Context: an optimization exercise on an open-source flow, tuned for small area. The choices shown serve that exercise and are no tape-out recipe.
Function was checked by simulation only, so behaviour that the tests miss may differ from the original.
Power and IR drop assume default switching activity.

==> run a <==
Design iotkv_core, start of the top module:
module iotkv_core (
    input  wire        clk,
    input  wire        rst,
    input  wire [15:0] cfg_pin_i,
    input  wire        tick_i,
    input  wire        lim_closed_i,
    input  wire        lim_open_i,
    input  wire [3:0]  kp_sense_i,
    output wire [3:0]  kp_sense_o,
    output wire        kp_sense_oe,
    input  wire [3:0]  kp_scan_i,
    output wire [3:0]  kp_scan_o,
    output wire        kp_scan_oe,
    input  wire        bus_ev_valid_i,
    input  wire [2:0]  bus_ev_kind_i,
    input  wire [7:0]  bus_ev_data_i,
    output wire        bus_tx_valid_o,
    output wire [7:0]  bus_tx_data_o,
    output wire [7:0]  duty_open_o,
    output wire [7:0]  duty_close_o,
    output wire [6:0]  door_state_o,
    output wire [15:0] drop_count_o
);
==> flow/config.mk <==
export PLATFORM = sky130hd
export DESIGN_NAME = iotkv_core
export DESIGN_NICKNAME = iotkv_core
export VERILOG_FILES = /design/flow/design.v
export SDC_FILE = /design/flow/constraint.sdc
export NUM_CORES = 4
export LEC_CHECK = 0
export CAP_MARGIN = 20
export CORE_MARGIN = 2
export CORE_UTILIZATION = 40
export SLEW_MARGIN = 20
==> flow/constraint.sdc <==
create_clock -name core_clock -period 15.0 [get_ports {clk}]
set_input_delay 3.0000 -clock core_clock [delete_from_list [all_inputs] [get_ports {clk}]]
set_output_delay 3.0000 -clock core_clock [all_outputs]
set_load 0.01 [all_outputs]
standard.sh (not shown) runs the stock make flow with config.mk's settings and CLKGATE_MAP_FILE= SYNTH_SCRIPT=/design/flow/synth_recipe.tcl, a recipe that flattens the netlist after the stock synthesis.
==> flow/flow/run.sh <==
#!/bin/bash
# ORFS layout with four changes:
#  - after the standard synthesis, the combinational logic is mapped again
#    by ABC with several area scripts, and the smallest result is kept
#    (registers untouched, see resynth.ys); if none works, the standard
#    netlist is kept;
#  - port buffers use the smallest buffer cell;
#  - the constant outputs share one tie cell;
#  - clock-tree synthesis uses clkbuf_8 and no dummy loads.
# Each tool's output goes to its own log file here.
set -euo pipefail
export BUFFER_PORTS_ARGS="-buffer_cell sky130_fd_sc_hd__buf_1"
export CTS_ARGS="-sink_clustering_enable -repair_clock_nets -buf_list sky130_fd_sc_hd__clkbuf_8 -dont_use_dummy_load"
export SKIP_REPAIR_TIE_FANOUT=1

WORK=$(pwd)
ORFS_WORK=$(grep -o 'WORK_HOME=[^ ]*' standard.sh | head -1 | cut -d= -f2)
RES=$ORFS_WORK/results/${FLOW_PLATFORM}/iotkv_core/base
LIB=$FLOW_HOME/platforms/${FLOW_PLATFORM}/lib/sky130_fd_sc_hd__tt_025C_1v80.lib
YOSYS=$(command -v yosys || echo "$FLOW_HOME/../tools/install/yosys/bin/yosys")

bash standard.sh synth > log_synth.txt 2>&1
cp "$RES/1_2_yosys.v" "$WORK/standard_netlist.v"

python3 flow/comb_lib.py "$LIB" "$WORK/comb.lib" > log_comb_lib.txt 2>&1
DONTUSE="-dont_use sky130_fd_sc_hd__probe_p_8 -dont_use sky130_fd_sc_hd__probec_p_8 -dont_use sky130_fd_sc_hd__lpflow_*"
mkdir -p resynth
names=""
while read -r name cmds; do
  [ -z "$name" ] && continue
  echo "$cmds" | tr ';' '\n' | sed 's/^ *//' > "resynth/$name.abc"
  sed -e "s#COMBLIB#$WORK/comb.lib#" -e "s#LIBFILE#$LIB#g" -e "s#NETIN#$WORK/standard_netlist.v#" \
      -e "s#NETOUT#$WORK/resynth/$name.v#" -e "s#STATOUT#$WORK/resynth/$name.stat#" \
      -e "s#TOPNAME#$FLOW_TOP#" -e "s#SCRIPT#$WORK/resynth/$name.abc#" -e "s#DONTUSE#$DONTUSE#" \
      flow/resynth.ys > "resynth/$name.ys"
  "$YOSYS" -l "log_resynth_$name.txt" -q "resynth/$name.ys" > /dev/null 2>&1 &
  names="$names resynth/$name"
done < flow/abc_scripts.txt
wait
python3 flow/pick.py $names > log_pick.txt 2>&1
best=$(sed -n 's/^best //p' log_pick.txt)
if [ -n "$best" ] && [ "$best" != none ]; then
  cp "$WORK/$best.v" "$RES/1_2_yosys.v"
  rm -f "$RES/1_synth.odb"
  bash standard.sh synth > log_synth_odb.txt 2>&1
fi
for step in floorplan place cts route finish; do
  bash standard.sh "$step" > "log_${step}.txt" 2>&1
done
==> flow/flow/abc_scripts.txt <==
c1 &get -n; &st; &syn2; &dch -f; &nf -a; &put; strash; dch; map -a; strash; dch -f; map -a; topo; dnsize
b4 &get -n; &st; &syn2; &dch -f; &nf -a; &put; strash; dch; map -a; topo; dnsize
a2 strash; dch; map -a; strash; dch; map -a; topo; dnsize
b3 strash; dch; map -a; strash; dch; map -a; strash; dch; map -a; strash; dch; map -a; topo; dnsize
c5 &get -n; &st; &syn2; &dch -f; &nf -a -p; &put; strash; dch; map -a; topo; dnsize
a3 &get -n; &st; &dch; &nf -a; &put
ds0 strash; &get -n; &deepsyn -T 40 -S 0; &put; dch; map -a; topo; dnsize
ds1 strash; &get -n; &deepsyn -T 40 -S 1; &put; dch; map -a; topo; dnsize
ds2 strash; &get -n; &deepsyn -T 40 -S 2; &dch -f; &nf -a; &put; strash; dch; map -a; topo; dnsize
ds3 strash; &get -n; &deepsyn -T 40 -S 3; &put; dch; map -a; strash; dch; map -a; topo; dnsize
ds7 strash; &get -n; &deepsyn -T 40 -S 7; &put; dch; map -a; topo; dnsize
Other scripts of this flow, unchanged in this note and not shown: flow/flow/comb_lib.py, flow/flow/pick.py, flow/flow/resynth.ys
==> run b (differences from run a) <==
--- a/flow/flow/run.sh
+++ b/flow/flow/run.sh
@@ -1,17 +1,15 @@
 #!/bin/bash
-# ORFS layout with four changes:
+# ORFS layout with three changes:
 #  - after the standard synthesis, the combinational logic is mapped again
 #    by ABC with several area scripts, and the smallest result is kept
 #    (registers untouched, see resynth.ys); if none works, the standard
 #    netlist is kept;
 #  - port buffers use the smallest buffer cell;
-#  - the constant outputs share one tie cell;
 #  - clock-tree synthesis uses clkbuf_8 and no dummy loads.
 # Each tool's output goes to its own log file here.
 set -euo pipefail
 export BUFFER_PORTS_ARGS="-buffer_cell sky130_fd_sc_hd__buf_1"
 export CTS_ARGS="-sink_clustering_enable -repair_clock_nets -buf_list sky130_fd_sc_hd__clkbuf_8 -dont_use_dummy_load"
-export SKIP_REPAIR_TIE_FANOUT=1
 
 WORK=$(pwd)
 ORFS_WORK=$(grep -o 'WORK_HOME=[^ ]*' standard.sh | head -1 | cut -d= -f2)
==> flow/flow/abc_scripts.txt (replaced) <==
c1 &get -n; &st; &syn2; &dch -f; &nf -a; &put; strash; dch; map -a; strash; dch -f; map -a; topo; dnsize
b4 &get -n; &st; &syn2; &dch -f; &nf -a; &put; strash; dch; map -a; topo; dnsize
a2 strash; dch; map -a; strash; dch; map -a; topo; dnsize
b3 strash; dch; map -a; strash; dch; map -a; strash; dch; map -a; strash; dch; map -a; topo; dnsize
c5 &get -n; &st; &syn2; &dch -f; &nf -a -p; &put; strash; dch; map -a; topo; dnsize
a3 &get -n; &st; &dch; &nf -a; &put
==> run c (differences from run a) <==
--- a/flow/flow/run.sh
+++ b/flow/flow/run.sh
@@ -10,7 +10,7 @@
 # Each tool's output goes to its own log file here.
 set -euo pipefail
 export BUFFER_PORTS_ARGS="-buffer_cell sky130_fd_sc_hd__buf_1"
-export CTS_ARGS="-sink_clustering_enable -repair_clock_nets -buf_list sky130_fd_sc_hd__clkbuf_8 -dont_use_dummy_load"
+export CTS_ARGS="-sink_clustering_enable -sink_clustering_size 40 -sink_clustering_max_diameter 300 -repair_clock_nets -buf_list sky130_fd_sc_hd__clkbuf_16 -root_buf sky130_fd_sc_hd__clkbuf_16 -dont_use_dummy_load"
 export SKIP_REPAIR_TIE_FANOUT=1
 
 WORK=$(pwd)
==> flow/flow/abc_scripts.txt (replaced) <==
b4 &get -n; &st; &syn2; &dch -f; &nf -a; &put; strash; dch; map -a; topo; dnsize
==> summary of the runs <==
Against run a, the combinational power of run c is smaller by about 80%.
In critical path depth, run b and run c do not differ.
Final cell count: run a is smaller than run c (about 6%).
The lowest register-to-register slack belongs to run a, the highest to run b.
Non-clock buffer count, lowest first: run a, run c, run b.
In run a the worst setup slack is worse than in run b, by 0.21 ns.
Sequential power: run c is lower than run a (11%).

-- separate check: timing with driven ports --
In the flow no input, the clock included, has a driving cell. The finished layouts below were timed again as built, in two steps. Step 1, drivers: a clkbuf_16 drives clk and a buf_2 each remaining input, both assumed. Step 2, shift: input delay + t, output delay - t, t = (earliest + latest rising clock arrival at the registers) / 2. This alone moves slack from input paths to output paths. a / b / c = ideal ports / drivers / drivers and shift; a / b = the first two.
| run | shift t [ns] | slack for setup (ns) | latest minus earliest clock arrival (ns) | cell pins on the clock port's net |
|---|---|---|---|---|
| run a | 0.393 | 7.341 / 7.353 / 6.960 | 0.018 / 0.018 | 1 |
| run b | 0.395 | 7.548 / 7.560 / 7.165 | 0.024 / 0.024 | 1 |
| run c | 0.381 | 7.480 / 7.494 / 7.113 | 0.020 / 0.020 | 1 |
After both steps setup and hold are still met in every run listed. The setup slack of run b, which loses most, moves by +0.012 ns with the drivers and by -0.383 ns with both steps.
